This is an optimization exercise on Yosys and OpenROAD, whose aim is small area, not a production implementation. Power figures rest on the tool's default switching activity, not on a simulated workload.

==> inputs of delta <==
==> flow/design.v (excerpt) <==
module pcodec (
  input  wire        clk,
  input  wire        rst,
  input  wire        start,
  input  wire [7:0]  op,
  input  wire [19:0] a_len,
  input  wire [19:0] out_cap,
  output wire        busy,
  output wire        done,
  output wire        fatal,
  output wire [3:0]  err,
  output wire [19:0] err_off,
  output wire [19:0] out_len,
  output wire        in_re,
  output wire [19:0] in_addr,
  input  wire [7:0]  in_rdata,
  output wire        out_we,
  output wire [19:0] out_addr,
  output reg  [7:0]  out_wdata
);
clock: 10.0 ns
lec_check: 0
abc_area: 1
cap_margin: 20
core_margin: 2
core_utilization: 40
slew_margin: 20
standard.sh (not shown) runs the stock make flow with config.mk's settings and CLKGATE_MAP_FILE= SYNTH_SCRIPT=/design/flow/synth_recipe.tcl, a recipe that flattens the netlist after the stock synthesis.
==> flow/flow/run.sh <==
#!/bin/bash
set -euo pipefail
export BUFFER_PORTS_ARGS="-buffer_cell sky130_fd_sc_hd__buf_1"
export CTS_ARGS="-sink_clustering_enable -repair_clock_nets -dont_use_dummy_load -buf_list {sky130_fd_sc_hd__clkbuf_4 sky130_fd_sc_hd__clkbuf_8}"
bash standard.sh finish > standard_flow.log 2>&1
==> inputs of ember, as changes to delta <==
--- a/flow/design.v
+++ b/flow/design.v
@@ -73,12 +73,12 @@
   reg [19:0] N, CAP, RP, OP, HD, RC;
   reg        ob;           
   reg [7:0]  B, D;
   reg [2:0]  idx;
   reg [1:0]  mode;
-  reg [2:0]  errc;    
-  reg        wp;
+  reg [3:0]  errc;
+  reg        wp, dopen, canc;
   reg        f1;    
   reg        f2;    
   reg        f3;    
   reg        rp_cy, op_cy, hd_cy, rc_cy;
   reg        ca_cy, ca_hz, ca_d0, ca_d1;
@@ -97,14 +97,12 @@
   wire rc_z    = rc_hz & (RC[3:0] == 4'd0);
   wire rc_one  = rc_hz & (RC[3:0] == 4'd1);
   wire rc_lt11 = rc_hz & (RC[3:0] < 4'd11);
   wire rc_lt12 = rc_hz & (RC[3:0] < 4'd12);
   wire rc_max  = &RC[15:0];
-  wire       sec   = (st == C_SC) & rc_one;
-  wire [7:0] ax    = sec ? in_rdata : D;
-  wire [7:0] ay    = B ^ {8{sec}};
-  wire [7:0] sum   = badd(ax, ay, sec);
+  wire       sec   = (st == C_SC) & f2 & ~p1;
+  wire [7:0] sum   = badd(D, B ^ {8{sec}}, sec);
   wire       mm    = (sum != in_rdata);
   wire       brk   = mm | rc_max;
   wire cat_new  = rc_z;
   wire cat_sec  = rc_one;
   wire cat_run  = ~rc_z & ~rc_one;
@@ -135,20 +133,20 @@
   reg         op_clr, op_rp, op_hd, op_ci, op_ext;
   reg [G-1:0] op_k;
   always @(*) begin
     op_clr = 1'b0; op_rp = 1'b0; op_hd = 1'b0; op_k = {G{1'b0}}; op_ci = 1'b0; op_ext = 1'b0;
     case (st)
-      C_INIT: begin op_clr = 1'b1; op_ci = 1'b1; op_k = dig(20'h00002, ph); end   
-      D_INIT: op_clr = 1'b1;
+      C_INIT, D_INIT: op_clr = 1'b1;
       C_SC: begin
         if (wp) op_ci = 1'b1;
+        else if (!dopen) begin op_ci = 1'b1; op_k = dig(20'h00002, ph); end
       end
       C_CD: begin
-        if (idx == 3'd7 && !f3) op_hd = 1'b1;
+        if (idx == 3'd7 && dopen) op_hd = 1'b1;
         else op_ci = 1'b1;
       end
-      C_EW, C_SW, C_OPN: op_hd = 1'b1;
+      C_EW, C_SW: op_hd = 1'b1;
       D_EM: op_ci = 1'b1;
       C_SB: begin op_ci = 1'b1; op_k = dig(20'h00002, ph); end
       C_HC: begin
         if (idx != 3'd2) op_ci = 1'b1;
         else begin
@@ -156,35 +154,35 @@
           if (mode == M_SPLIT) begin op_ci = 1'b1; op_k = dig(20'h00002, ph); end
         end
       end
       C_RB: begin
         op_ext = 1'b1;
-        op_k = (f2 | f3) ? dig(20'hFFFF2, ph) : dig(20'hFFFF5, ph);
+        op_k = (f2 | canc) ? dig(20'hFFFF2, ph) : dig(20'hFFFF5, ph);
       end
       D_DC: op_ci = wp;
       D_ERR: begin
         op_rp = 1'b1;
         op_k = (errc[2] & ~errc[0]) ? dig(20'hFFFFE, ph) : dig(20'hFFFFD, ph);
       end
       default: ;
     endcase
   end
-  wire [G-1:0] op_b = op_clr ? {G{1'b0}} : op_rp ? RP[G-1:0] : op_hd ? HD[G-1:0] : OP[G-1:0];
+  wire [G-1:0] op_b = op_rp ? RP[G-1:0] : op_hd ? HD[G-1:0] : OP[G-1:0];
   wire         op_c = p0 ? op_ci : op_cy;
   wire [G:0]   op_t = dadd(op_b, op_k, op_c);
-  wire [G-1:0] op_nd = op_t[G-1:0];
+  wire [G-1:0] op_nd = op_clr ? {G{1'b0}} : op_t[G-1:0];
   wire         op_co = op_t[G];
-  reg         hd_op, hd_rp, hd_ci, hd_clr;
+  reg         hd_op, hd_rp, hd_ci;
   reg [G-1:0] hd_k;
   always @(*) begin
-    hd_op = 1'b0; hd_rp = 1'b0; hd_k = {G{1'b0}}; hd_ci = 1'b0; hd_clr = 1'b0;
+    hd_op = 1'b0; hd_rp = 1'b0; hd_k = {G{1'b0}}; hd_ci = 1'b0;
     case (st)
-      C_INIT: hd_clr = 1'b1;
+      C_SC: hd_op = ~dopen;
       C_SB, C_SW: hd_op = 1'b1;
-      C_OPN: hd_op = 1'b1;
+      C_OPN: begin hd_op = 1'b1; hd_ci = 1'b1; hd_k = dig(20'h00002, ph); end
       C_EW: begin hd_op = 1'b1; hd_ci = 1'b1; end
-      C_CD: if (idx == 3'd7 && !f3) begin hd_op = 1'b1; hd_ci = 1'b1; end
+      C_CD: if (idx == 3'd7 && dopen) begin hd_op = 1'b1; hd_ci = 1'b1; end
       C_RB: hd_k = f2 ? dig(20'hEFFFE, ph) : {G{1'b0}};
       D_H3: begin
         hd_rp = 1'b1;
         hd_k  = (ph < BD) ? B[G-1:0] : (ph < 2*BD) ? D[G-1:0] : {G{1'b0}};
       end
@@ -192,11 +190,11 @@
     endcase
   end
   wire [G-1:0] hd_b = hd_rp ? RP[G-1:0] : hd_op ? OP[G-1:0] : HD[G-1:0];
   wire         hd_c = p0 ? hd_ci : hd_cy;
   wire [G:0]   hd_t = dadd(hd_b, hd_k, hd_c);
-  wire [G-1:0] hd_nd = hd_clr ? {G{1'b0}} : hd_t[G-1:0];
+  wire [G-1:0] hd_nd = hd_t[G-1:0];
   wire         hd_co = hd_t[G];
   reg         rc_ci, rc_set, rc_ld, rc_dec;
   reg [G-1:0] rc_ldd;
   always @(*) begin
     rc_ci = 1'b0; rc_set = 1'b0; rc_ld = 1'b0; rc_dec = 1'b0; rc_ldd = {G{1'b0}};
@@ -259,14 +257,13 @@
   wire [G-1:0] kcd   = (st == C_RA) ? dig(20'h0000B, ph) : dig(20'h0FFFF, ph);
   wire         klt_in = p0 ? 1'b0 : k_lt;
   wire         keq_in = p0 ? 1'b1 : k_eq;
   wire         klt_nx = (dl_d < kcd) | ((dl_d == kcd) & klt_in);
   wire         keq_nx = keq_in & (dl_d == kcd);
-  wire e8   = (errc == 3'd1);
-  wire offv = (errc == 3'd3) | (errc == 3'd4) | (errc == 3'd5) | (errc == 3'd6);
+  wire offv = ~errc[3] & (errc[2] | (errc[1] & errc[0])) & ~(errc[2] & errc[1] & errc[0]);
   assign fatal    = done & (|errc);
-  assign err      = {e8, errc[2:1], errc[0] & ~e8} & {4{done}};
+  assign err      = errc & {4{done}};
   assign err_off  = OP & {20{done & offv}};
   assign out_len  = OP & {20{done & ~(|errc)}};
   assign in_addr  = RP;
   assign out_addr = OP;
   assign in_re    = p0 & ((st == C_SC) | (st == C_RB) | (st == C_SB) |
@@ -321,12 +318,11 @@
     ph <= (go | plast) ? {PW{1'b0}} : ph + 1'b1;
     case (st)
       C_SC: if (p1) begin
               D <= in_rdata;
               if (cat_new | cat_lb) B <= in_rdata;
-              if (cat_sec) B <= sum;
-            end
+            end else if (f2 && ph == 2) B <= sum;
       C_RB, C_SB, D_H2, D_I1, D_I3: if (p1) D <= in_rdata;
       D_H1, D_I2, D_I4: if (p1) B <= in_rdata;
       D_DC: if (p1 && wp) D <= in_rdata;
       D_EM: if (p1) D <= sum;
       default: ;
@@ -341,108 +337,114 @@
       D <= {sh_in, D[7:G]};
     if (st == C_SC && p1) begin
       wp   <= wp_sc;
       f3  <= cat_new | cat_lb;
       f1 <= cat_cb;
+      f2 <= cat_sec;
     end
     if (st == D_DC && p0) wp <= ~ee;
     if (st == D_H0 && p1) begin
       f1   <= (in_rdata > 8'd1);
       f2 <= in_rdata[0];
     end
     if (st == D_I0 && p1) f1 <= (in_rdata != 8'd0);
     if ((st == D_I4 || st == D_EM) && p1) f3 <= (st == D_I4) ? rc_z : rc_one;
     if (rst) begin
       st <= S_IDLE;
+      errc <= 4'd0;
     end else if (idle) begin
       if (start) begin
-        if (op == 8'h01) begin st <= C_INIT; errc <= 3'd0; end
-        else if (op == 8'h02) begin st <= D_INIT; errc <= 3'd0; end
-        else begin st <= S_DONE; errc <= 3'd1; end
+        if (op == 8'h01) begin st <= C_INIT; errc <= 4'd0; end
+        else if (op == 8'h02) begin st <= D_INIT; errc <= 4'd0; end
+        else begin st <= S_DONE; errc <= 4'd8; end
       end
     end else if (p0 && wr_en && !olt && ((st == C_CD) || (st == D_DC) || (st == D_EM))) begin
       st <= S_DONE;
-      errc <= 3'd7;
+      errc <= 4'd7;
     end else if (plast) begin
       case (st)
         C_INIT: begin
-          wp <= 1'b0;
+          wp <= 1'b0; dopen <= 1'b0;
           st <= eq0_f ? C_OPN : C_SC;
         end
         C_OPN: begin
           st <= C_HC; idx <= 3'd0; mode <= M_END;
         end
         C_SC: begin
+          dopen <= 1'b1;
           if (f1) st <= C_RA;
           else if (eq0_f) begin
             if (!wp) st <= C_RA;
-            else if (keq_nx) st <= C_SW;
+            else if (dopen & keq_nx) st <= C_SW;
             else st <= C_EW;
-          end else if (wp & keq_nx)
+          end else if (wp & dopen & keq_nx)
             st <= C_SW;
         end
         C_SW: begin
           st <= C_HC; idx <= 3'd0; mode <= M_SPLIT;
         end
         C_EW: begin
           st <= C_HC; idx <= 3'd0; mode <= M_END;
         end
         C_RA: begin
           f2 <= klt_nx;
-          f3  <= keq_nx;
+          canc  <= keq_nx;
           st <= C_RB;
         end
         C_RB: begin
+          dopen <= ~canc;
           st <= C_CD; idx <= 3'd0;
         end
         C_CD: begin
           idx <= idx + 3'd1;
           if (idx == 3'd7) begin
-            if (!f3) begin st <= C_HC; idx <= 3'd0; mode <= M_CODE; end
+            if (dopen) begin st <= C_HC; idx <= 3'd0; mode <= M_CODE; end
             else if (eq0_f) st <= S_DONE;
             else st <= C_SB;
           end
         end
         C_HC: begin
           idx <= idx + 3'd1;
           if (idx == 3'd2) begin
             case (mode)
               M_SPLIT: st <= eq0_f ? C_EW : C_SC;
               M_END: begin
+                dopen <= 1'b0;
                 st <= S_DONE;
-                if (!ole_f) errc <= 3'd7;
+                if (!ole_f) errc <= 4'd7;
               end
               default: begin
+                dopen <= 1'b0;
                 st <= eq0_f ? S_DONE : C_SB;
               end
             endcase
           end
         end
         C_SB: begin
-          wp <= 1'b1;
+          wp <= 1'b1; dopen <= 1'b1;
           st <= eq0_f ? C_EW : C_SC;
         end
         D_INIT, D_SECT: st <= eq0_f ? S_DONE : D_H0;
         D_H0: begin
-          if (lt2_f) errc <= 3'd5;
-          else if (f1) errc <= 3'd3;
+          if (lt2_f) errc <= 4'd5;
+          else if (f1) errc <= 4'd3;
           st <= D_H1;
         end
         D_H1: st <= D_H2;
         D_H2: st <= (|errc) ? D_ERR : D_H3;
         D_H3: begin
           wp <= 1'b0;
-          if (gt_f) begin st <= D_ERR; errc <= 3'd5; end
+          if (gt_f) begin st <= D_ERR; errc <= 4'd5; end
           else if (eq0_f) st <= D_SECT;
           else st <= f2 ? D_I0 : D_DC;
         end
         D_DC: begin
           if (!wp) st <= D_SECT;
         end
         D_I0: begin
-          if (f1) begin st <= D_ERR; errc <= 3'd4; end
-          else if (lt3_f) begin st <= D_ERR; errc <= 3'd6; end
+          if (f1) begin st <= D_ERR; errc <= 4'd4; end
+          else if (lt3_f) begin st <= D_ERR; errc <= 4'd6; end
           else st <= D_I1;
         end
         D_I1: st <= D_I2;
         D_I2: st <= D_I3;
         D_I3: st <= D_I4;
==> inputs of raven, as changes to delta <==
--- a/flow/design.v
+++ b/flow/design.v
@@ -29,11 +29,10 @@
                    C_OPN  = 5'd10, C_SW   = 5'd11,
                    D_INIT = 5'd12, D_SECT = 5'd13, D_H0   = 5'd14, D_H1   = 5'd15,
                    D_H2   = 5'd16, D_H3   = 5'd17, D_DC   = 5'd18, D_I0   = 5'd19,
                    D_I1   = 5'd20, D_I2   = 5'd21, D_I3   = 5'd22, D_I4   = 5'd23,
                    D_EM   = 5'd24, D_ERR  = 5'd25;
-  localparam [1:0] M_SPLIT = 2'd0, M_END = 2'd1, M_CODE = 2'd2;
   function [G-1:0] dig;
     input [19:0] k;
     input [PW-1:0] p;
     begin
       dig = k >> (p * G);
@@ -72,12 +71,11 @@
   reg [PW-1:0] ph;
   reg [19:0] N, CAP, RP, OP, HD, RC;
   reg        ob;           
   reg [7:0]  B, D;
   reg [2:0]  idx;
-  reg [1:0]  mode;
-  reg [2:0]  errc;    
+  reg [3:0]  errc;
   reg        wp;
   reg        f1;    
   reg        f2;    
   reg        f3;    
   reg        rp_cy, op_cy, hd_cy, rc_cy;
@@ -151,11 +149,11 @@
       C_SB: begin op_ci = 1'b1; op_k = dig(20'h00002, ph); end
       C_HC: begin
         if (idx != 3'd2) op_ci = 1'b1;
         else begin
           op_hd = 1'b1;
-          if (mode == M_SPLIT) begin op_ci = 1'b1; op_k = dig(20'h00002, ph); end
+          if (f3) begin op_ci = 1'b1; op_k = dig(20'h00002, ph); end
         end
       end
       C_RB: begin
         op_ext = 1'b1;
         op_k = (f2 | f3) ? dig(20'hFFFF2, ph) : dig(20'hFFFF5, ph);
@@ -206,15 +204,15 @@
         if (p1) begin
           if (cat_new | cat_lb) rc_set = 1'b1;
           else if (cat_sec | cat_m) rc_ci = 1'b1;
         end else if (f3) rc_ld = 1'b1;
       end
-      D_I2: begin rc_ld = 1'b1; rc_ldd = (ph >= 1 && ph <= BD) ? D[G-1:0] : {G{1'b0}}; end
+      D_I2: begin rc_ld = 1'b1; rc_ldd = (ph >= 1 && ph <= BD) ? B[G-1:0] : {G{1'b0}}; end
       D_I3: begin
         rc_ld = 1'b1;
         rc_ldd = (ph >= 1 && ph <= BD) ? RC[G-1:0] :
-                 (ph >= BD + 1 && ph <= 2*BD) ? B[G-1:0] : {G{1'b0}};
+                 (ph >= BD + 1 && ph <= 2*BD) ? D[G-1:0] : {G{1'b0}};
       end
       D_EM: rc_dec = 1'b1;
       default: ;
     endcase
   end
@@ -248,25 +246,24 @@
   wire gt_f   = ~cb_co | cb_y20;
   wire ole_f  = ~gt_f;
   wire         hcm   = (st == C_HC);
   wire [G-1:0] dl_av = hcm ? HD[G-1:0] : op_nd;
   wire [G-1:0] dl_bv = hcm ? OP[G-1:0] : HD[G-1:0];
-  wire [G-1:0] dl_kd = (hcm && mode == M_CODE) ? dig(20'hFFFF4, ph) : dig(20'hFFFFC, ph);
+  wire [G-1:0] dl_kd = (hcm && f2) ? dig(20'hFFFF4, ph) : dig(20'hFFFFC, ph);
   wire         dl_a  = p0 ? 1'b1 : dl_c1;
   wire [G:0]   dl_t1 = dadd(dl_av, ~dl_bv, dl_a);
   wire         dl_b  = p0 ? 1'b1 : dl_c2;
   wire [G:0]   dl_t2 = dadd(dl_t1[G-1:0], dl_kd, dl_b);
   wire [G-1:0] dl_d  = dl_t2[G-1:0];
   wire [G-1:0] kcd   = (st == C_RA) ? dig(20'h0000B, ph) : dig(20'h0FFFF, ph);
   wire         klt_in = p0 ? 1'b0 : k_lt;
   wire         keq_in = p0 ? 1'b1 : k_eq;
   wire         klt_nx = (dl_d < kcd) | ((dl_d == kcd) & klt_in);
   wire         keq_nx = keq_in & (dl_d == kcd);
-  wire e8   = (errc == 3'd1);
-  wire offv = (errc == 3'd3) | (errc == 3'd4) | (errc == 3'd5) | (errc == 3'd6);
+  wire offv = ~errc[3] & (errc[2] | (errc[1] & errc[0])) & ~(errc[2] & errc[1] & errc[0]);
   assign fatal    = done & (|errc);
-  assign err      = {e8, errc[2:1], errc[0] & ~e8} & {4{done}};
+  assign err      = errc & {4{done}};
   assign err_off  = OP & {20{done & offv}};
   assign out_len  = OP & {20{done & ~(|errc)}};
   assign in_addr  = RP;
   assign out_addr = OP;
   assign in_re    = p0 & ((st == C_SC) | (st == C_RB) | (st == C_SB) |
@@ -282,22 +279,22 @@
     endcase
   end
   assign out_we = p0 & wr_en & olt;
   wire wd_cd  = (st == C_CD);
   wire wd_hc  = (st == C_HC);
-  wire wd_cst = (wd_cd & ~idx[2]) | (wd_hc & ((idx == 3'd0) | (mode == M_SPLIT)));
-  wire wd_b   = (wd_cd & (idx == 3'd7)) | (wd_hc & (idx == 3'd2));
+  wire wd_cst = (wd_cd & ~idx[2]) | (wd_hc & ((idx == 3'd0) | (f3)));
+  wire wd_b   = (wd_cd & (idx == 3'd7)) | (wd_hc & (idx == 3'd2)) | (st == D_EM);
   wire wd_ff  = wd_hc & (idx != 3'd0);
   wire wd_one = wd_cd & (idx[2:1] == 2'd0);
   wire wd_five = wd_cd & (idx == 3'd1);
   wire [7:0] wd_k = {{5{wd_ff}}, wd_ff | wd_five, wd_ff, wd_ff | wd_one};
   always @(*) begin
     if (wd_cst) out_wdata = wd_k;
     else if (wd_b) out_wdata = B;
     else out_wdata = D;
   end
-  wire hc0sh = hcm & (idx == 3'd0) & (mode != M_SPLIT);
+  wire hc0sh = hcm & (idx == 3'd0) & (~f3);
   wire [G-1:0] sh_in = (st == C_CD) ? RC[G-1:0] : dl_d;
   always @(posedge clk) begin
     N   <= go ? a_len   : {N[G-1:0], N[19:G]};
     CAP <= go ? out_cap : {CAP[G-1:0], CAP[19:G]};
     RP  <= {rp_nd, RP[19:G]};
@@ -323,20 +320,20 @@
       C_SC: if (p1) begin
               D <= in_rdata;
               if (cat_new | cat_lb) B <= in_rdata;
               if (cat_sec) B <= sum;
             end
-      C_RB, C_SB, D_H2, D_I1, D_I3: if (p1) D <= in_rdata;
-      D_H1, D_I2, D_I4: if (p1) B <= in_rdata;
+      C_RB, C_SB, D_H2, D_I2, D_I4: if (p1) D <= in_rdata;
+      D_H1, D_I1, D_I3: if (p1) B <= in_rdata;
       D_DC: if (p1 && wp) D <= in_rdata;
-      D_EM: if (p1) D <= sum;
+      D_EM: if (p1) B <= sum;
       default: ;
     endcase
-    if (((st == D_H3) && ph < BD) || ((st == D_I3) && ph >= BD + 1 && ph <= 2*BD) ||
+    if (((st == D_H3) && ph < BD) || ((st == D_I2) && ph >= 1 && ph <= BD) ||
         (hc0sh && ph >= BD && ph < 2*BD))
       B <= {sh_in, B[7:G]};
-    if (((st == D_H3) && ph >= BD && ph < 2*BD) || ((st == D_I2) && ph >= 1 && ph <= BD) ||
+    if (((st == D_H3) && ph >= BD && ph < 2*BD) || ((st == D_I3) && ph >= BD + 1 && ph <= 2*BD) ||
         (hc0sh && ph < BD) ||
         ((st == C_CD) && (((idx == 3'd4) && ph >= 1 && ph <= BD) ||
                           ((idx == 3'd5) && ph >= BD + 1 && ph <= 2*BD))))
       D <= {sh_in, D[7:G]};
     if (st == C_SC && p1) begin
@@ -351,27 +348,28 @@
     end
     if (st == D_I0 && p1) f1 <= (in_rdata != 8'd0);
     if ((st == D_I4 || st == D_EM) && p1) f3 <= (st == D_I4) ? rc_z : rc_one;
     if (rst) begin
       st <= S_IDLE;
+      errc <= 4'd0;
     end else if (idle) begin
       if (start) begin
-        if (op == 8'h01) begin st <= C_INIT; errc <= 3'd0; end
-        else if (op == 8'h02) begin st <= D_INIT; errc <= 3'd0; end
-        else begin st <= S_DONE; errc <= 3'd1; end
+        if (op == 8'h01) begin st <= C_INIT; errc <= 4'd0; end
+        else if (op == 8'h02) begin st <= D_INIT; errc <= 4'd0; end
+        else begin st <= S_DONE; errc <= 4'd8; end
       end
     end else if (p0 && wr_en && !olt && ((st == C_CD) || (st == D_DC) || (st == D_EM))) begin
       st <= S_DONE;
-      errc <= 3'd7;
+      errc <= 4'd7;
     end else if (plast) begin
       case (st)
         C_INIT: begin
           wp <= 1'b0;
           st <= eq0_f ? C_OPN : C_SC;
         end
         C_OPN: begin
-          st <= C_HC; idx <= 3'd0; mode <= M_END;
+          st <= C_HC; idx <= 3'd0; f2 <= 1'b0; f3 <= 1'b0;
         end
         C_SC: begin
           if (f1) st <= C_RA;
           else if (eq0_f) begin
             if (!wp) st <= C_RA;
@@ -379,14 +377,14 @@
             else st <= C_EW;
           end else if (wp & keq_nx)
             st <= C_SW;
         end
         C_SW: begin
-          st <= C_HC; idx <= 3'd0; mode <= M_SPLIT;
+          st <= C_HC; idx <= 3'd0; f2 <= 1'b0; f3 <= 1'b1;
         end
         C_EW: begin
-          st <= C_HC; idx <= 3'd0; mode <= M_END;
+          st <= C_HC; idx <= 3'd0; f2 <= 1'b0; f3 <= 1'b0;
         end
         C_RA: begin
           f2 <= klt_nx;
           f3  <= keq_nx;
           st <= C_RB;
@@ -395,54 +393,50 @@
           st <= C_CD; idx <= 3'd0;
         end
         C_CD: begin
           idx <= idx + 3'd1;
           if (idx == 3'd7) begin
-            if (!f3) begin st <= C_HC; idx <= 3'd0; mode <= M_CODE; end
+            if (!f3) begin st <= C_HC; idx <= 3'd0; f2 <= 1'b1; f3 <= 1'b0; end
             else if (eq0_f) st <= S_DONE;
             else st <= C_SB;
           end
         end
         C_HC: begin
           idx <= idx + 3'd1;
           if (idx == 3'd2) begin
-            case (mode)
-              M_SPLIT: st <= eq0_f ? C_EW : C_SC;
-              M_END: begin
-                st <= S_DONE;
-                if (!ole_f) errc <= 3'd7;
-              end
-              default: begin
-                st <= eq0_f ? S_DONE : C_SB;
-              end
-            endcase
+            if (f3) st <= eq0_f ? C_EW : C_SC;
+            else if (!f2) begin
+              st <= S_DONE;
+              if (!ole_f) errc <= 4'd7;
+            end else
+              st <= eq0_f ? S_DONE : C_SB;
           end
         end
         C_SB: begin
           wp <= 1'b1;
           st <= eq0_f ? C_EW : C_SC;
         end
         D_INIT, D_SECT: st <= eq0_f ? S_DONE : D_H0;
         D_H0: begin
-          if (lt2_f) errc <= 3'd5;
-          else if (f1) errc <= 3'd3;
+          if (lt2_f) errc <= 4'd5;
+          else if (f1) errc <= 4'd3;
           st <= D_H1;
         end
         D_H1: st <= D_H2;
         D_H2: st <= (|errc) ? D_ERR : D_H3;
         D_H3: begin
           wp <= 1'b0;
-          if (gt_f) begin st <= D_ERR; errc <= 3'd5; end
+          if (gt_f) begin st <= D_ERR; errc <= 4'd5; end
           else if (eq0_f) st <= D_SECT;
           else st <= f2 ? D_I0 : D_DC;
         end
         D_DC: begin
           if (!wp) st <= D_SECT;
         end
         D_I0: begin
-          if (f1) begin st <= D_ERR; errc <= 3'd4; end
-          else if (lt3_f) begin st <= D_ERR; errc <= 3'd6; end
+          if (f1) begin st <= D_ERR; errc <= 4'd4; end
+          else if (lt3_f) begin st <= D_ERR; errc <= 4'd6; end
           else st <= D_I1;
         end
         D_I1: st <= D_I2;
         D_I2: st <= D_I3;
         D_I3: st <= D_I4;
==> run summary <==
fraction of area in multi-input gates=0.4259; status=timing/DRC/antenna clean; synthesis-to-finish area growth=12.37%; Yosys cell types=62; Worst Hold End=HD[16]$_DFF_P_; post-route cell area=slightly below 10000 sq um; Syn Area/Cell=around 8 sq um; VDD IR-drop max=~0.00015 V; fin worst setup slack=around 3.4 ns; seq pwr=1.27 mW; Critical Path Fanout Max=5; Detailed Place HPWL=just under 20 mm
The numbers above come from raven.

==> run summary <==
fraction of area in multi-input gates=0.4196; Critical Path Fanout Max=12; total chip power=around 1.7 mW; VDD IR-drop max=around 0.00015 V; crit path DAT=between 6 and 7 ns; synthesis-to-finish area growth=11.93%; Detailed Place HPWL=21.27 mm; status=timing/DRC/antenna clean; Worst Hold End=HD[1]$_DFF_P_; seq pwr=about 910 uW; Yosys cell types=44; reg2reg start=st[4]$_SDFFE_PP0P_; Syn Area/Cell=7.409 sq um
The numbers above come from ember.

==> run summary <==
Clk pin slew, worst setup/hold paths=0.09 ns; post-route cell area=9928 sq um; synthesis-to-finish area growth=12.41%; status=timing/DRC/antenna clean; Detailed Place HPWL=between 20 and 25 mm; Worst Hold End=HD[0]$_DFF_P_; Critical Path Fanout Max=6; fraction of area in multi-input gates=0.4189; seq pwr=between 1 and 1.5 mW; Nets=approximately 1.4k; Yosys cell types=between 50 and 60; VDD IR-drop max=~0.00012 V; multi-input gates=777; Syn Area/Cell=approximately 7.7 sq um
The numbers above come from delta.

No run of this note included a check of the RTL's function; only the layout flow was run.

[separate check: timing with driven ports]
The results above use ideal ports. As a check the final layouts listed here were re-extracted and re-timed, cells and wires unchanged.
Step 1 (the two cells are an assumption about what drives the block):
set clk [get_ports {clk}]
set_driving_cell -lib_cell sky130_fd_sc_hd__clkbuf_16 $clk
set_driving_cell -lib_cell sky130_fd_sc_hd__buf_2 [delete_from_list [all_inputs] $clk]
Step 2 adds t to the input delays and takes it off the output delays; t is the mean of the earliest and latest rising clock arrival at the registers after step 1. Input paths then give back, and output paths get back, about the clock's delay inside the block.
Slacks: ideal ports / drivers / drivers and shift; pairs: ideal ports / drivers.
run | t (ns) | setup WS [ns] | hold slack, ns | slew at the worst register clock pin (ns) | pins driven straight from the clock port
delta | 0.482 | 3.356 / 3.358 / 2.881 | 0.303 / 0.303 / 0.303 | 0.09 / 0.09 | 1
ember | 0.487 | 3.422 / 3.422 / 3.422 | 0.325 / 0.325 / 0.325 | 0.11 / 0.11 | 1
raven | 0.488 | 3.427 / 3.454 / 2.967 | 0.317 / 0.317 / 0.317 | 0.10 / 0.10 | 1
After both steps every run listed still meets setup and hold. For delta, which loses most, drivers alone change the setup slack by +0.002 ns; drivers and shift together by -0.475 ns.
